Source: an optimization exercise on an open RTL-to-GDS flow (aim: small area, a short achievable clock period and few clock cycles). Production flows keep margins and buffers that such runs may drop. Function was checked by simulation only, so behaviour that the tests miss may differ from the original. Power is estimated from default activity; no workload was simulated.

Setup of the reference run:
==> flow/design.v (excerpt) <==
module kmpcodec (
    input  wire        clk,
    input  wire        reset,       
    input  wire        cmd_valid,
    input  wire [23:0] cmd_word,
    output wire [7:0]  status,
    input  wire [3:0]  reg_addr,
    input  wire [4:0]  reg_idx,
    output reg  [23:0] reg_rdata,
    input  wire [1:0]  buf_op,      
    input  wire        buf_sel,     
    input  wire [6:0]  buf_idx,
    input  wire [7:0]  buf_wdata,
    output wire [7:0]  buf_rdata
);
For scale: roughly 6100 cells after synthesis, ~1200 flip-flops, ~94 I/O pins, about 64000 µm² of cells after synthesis.
==> flow/config.mk <==
export PLATFORM = sky130hd
export DESIGN_NAME = kmpcodec
export DESIGN_NICKNAME = kmpcodec
export VERILOG_FILES = /design/flow/design.v
export SDC_FILE = /design/flow/constraint.sdc
export NUM_CORES = 4
export LEC_CHECK = 0
export CAP_MARGIN = 20
export CORE_MARGIN = 2
export CORE_UTILIZATION = 40
export PLACE_DENSITY = 0.6
export SETUP_SLACK_MARGIN = 5
export SLEW_MARGIN = 20
export TNS_END_PERCENT = 0
==> flow/constraint.sdc <==
create_clock -name core_clock -period 10.0 [get_ports {clk}]
set_input_delay 2.0000 -clock core_clock [delete_from_list [all_inputs] [get_ports {clk}]]
set_output_delay 2.0000 -clock core_clock [all_outputs]
set_load 0.01 [all_outputs]
run.sh (not shown) runs the stock make flow with config.mk's settings and CLKGATE_MAP_FILE= SYNTH_SCRIPT=/design/flow/synth_recipe.tcl, a recipe that flattens the netlist after the stock synthesis.
Testbench counts of the reference run, summed over its fixed seeds: cycles 10,011.
> inputs changed (the reference run -> the trial run)
diff --git a/flow/design.v b/flow/design.v
--- a/flow/design.v
+++ b/flow/design.v
@@ -227,18 +227,18 @@
             mw_a   = ds_j0[4:0];
             mw_d1  = ds_ub;
         end else if (host_wm) begin
             mw_en  = 1'b1;
         end
     end
-    wire [4:0] mw_a2 = msglen[4:0] + 5'd1;
+    wire [4:0] mw_a2 = mw_a + 5'd1;
     wire [7:0] mlane0 = mw_a[0] ? mw_d2 : mw_d1;
     wire [7:0] mlane1 = mw_a[0] ? mw_d1 : mw_d2;
     always @(posedge clk) begin
         for (q = 0; q < MSGCAP; q = q + 1) begin
-            if ((mw_en && mw_a == q) || (mw_two && mw_a2 == q))
+            if (mw_en && (mw_a == q || (mw_two && mw_a2 == q)))
                 msg_mem[q] <= q[0] ? mlane1 : mlane0;
             else if (q < 6 && mat)
                 msg_mem[q] <= vpat[q < 6 ? q : 0];
         end
     end
     wire       rq_w   = accept && cop == OP_REQ;
Notes after the runs:
- The trial run completed end to end with timing, DRC and antenna clean.
- [compare] base=the reference run new=the trial run: total routed wirelength up 1.7%, met2 track demand over resource in global routing up 3.7 points, final cycle utilization of the critical path up 3.4 points, global-route usage up 0.94 points, sequential share of layout area up 0.43 points.
- Taking the reference run as the reference, in the trial run starting density of the core has increased, detailed-route wire length on metal 1 has increased, count of plain and timing-repair buffers in the layout has decreased.
Testbench counts of the trial run, summed over its fixed seeds: cycles 10,011.

--- another note on this design; it stands on its own ---

## JK
Design kmpcodec, start of the top module:
module kmpcodec (
    input  wire        clk,
    input  wire        reset,       
    input  wire        cmd_valid,
    input  wire [23:0] cmd_word,
    output wire [7:0]  status,
    input  wire [3:0]  reg_addr,
    input  wire [4:0]  reg_idx,
    output reg  [23:0] reg_rdata,
    input  wire [1:0]  buf_op,      
    input  wire        buf_sel,     
    input  wire [6:0]  buf_idx,
    input  wire [7:0]  buf_wdata,
    output wire [7:0]  buf_rdata
);
For scale: roughly 6,100 cells after synthesis, roughly 1,200 flip-flops, ~94 I/O pins.
clock: 10.0 ns
lec_check: 0
cap_margin: 20
core_margin: 2
core_utilization: 40
place_density: 0.68
setup_slack_margin: 5
slew_margin: 20
tns_end_percent: 0
run.sh (not shown) runs the stock make flow with config.mk's settings and CLKGATE_MAP_FILE= SYNTH_SCRIPT=/design/flow/synth_recipe.tcl, a recipe that flattens the netlist after the stock synthesis.
Testbench counts of JK, summed over its fixed seeds: cycles 10,011.
## Diff of input files: PW against JK
diff --git a/flow/config.mk b/flow/config.mk
--- a/flow/config.mk
+++ b/flow/config.mk
@@ -10,5 +10,5 @@
 export CORE_UTILIZATION = 40
-export PLACE_DENSITY = 0.68
+export PLACE_DENSITY = 0.6
 export SETUP_SLACK_MARGIN = 5
 export SLEW_MARGIN = 20
-export TNS_END_PERCENT = 0
+export TNS_END_PERCENT = 10
Summary: with JK as the reference, via count of the first global-routing pass in PW moved up slightly. [PW vs JK] leakage power: higher in PW. PW ended with more final cell count than JK. Launch point of the critical path = buf_idx[0]: JK; launch point of the critical path = reg_idx[3]: PW. PW consumes more power than JK does. Between PW and JK, it is PW whose clock period minus worst slack is higher, by 0.063 ns. PW: utilization 1.6 points above JK. PW: wire length on met1 higher than JK. For multi-input gate count, PW and JK come out practically identical. Changes observed in PW relative to JK: worst setup margin down 0.063 ns; gate count of the mapped netlist flat.

## separate check: timing with driven ports
In the flow no input, the clock included, has a driving cell. The finished layouts below were timed again as built, in two steps.
Step 1 assumes that a clkbuf_16 drives the clock port and a buf_2 every other input.
Step 2 times the ports against the registers' clock, not the clock port: input delays grow and output delays shrink by t, the midpoint of the rising clock arrivals with the driver on.
Slacks: ideal / step 1 / step 2; pairs: ideal / step 1.
run	t, ns	slack for setup (ns)	worst hold slack (ns)	worst register clock-pin slew, ns
the reference run	0.874	3.172 / 3.117 / 2.572	0.456 / 0.456 / 0.456	0.07 / 0.07
the trial run	0.899	2.836 / 2.693 / 2.078	0.450 / 0.450 / 0.450	0.07 / 0.07
JK	0.884	3.240 / 3.087 / 2.639	0.454 / 0.454 / 0.454	0.07 / 0.07
PW	0.901	3.176 / 2.958 / 2.958	0.453 / 0.453 / 0.453	0.07 / 0.07
After both steps every run listed still meets setup and hold. For the trial run, which loses most, drivers alone change the setup slack by -0.143 ns; drivers and shift together by -0.758 ns.
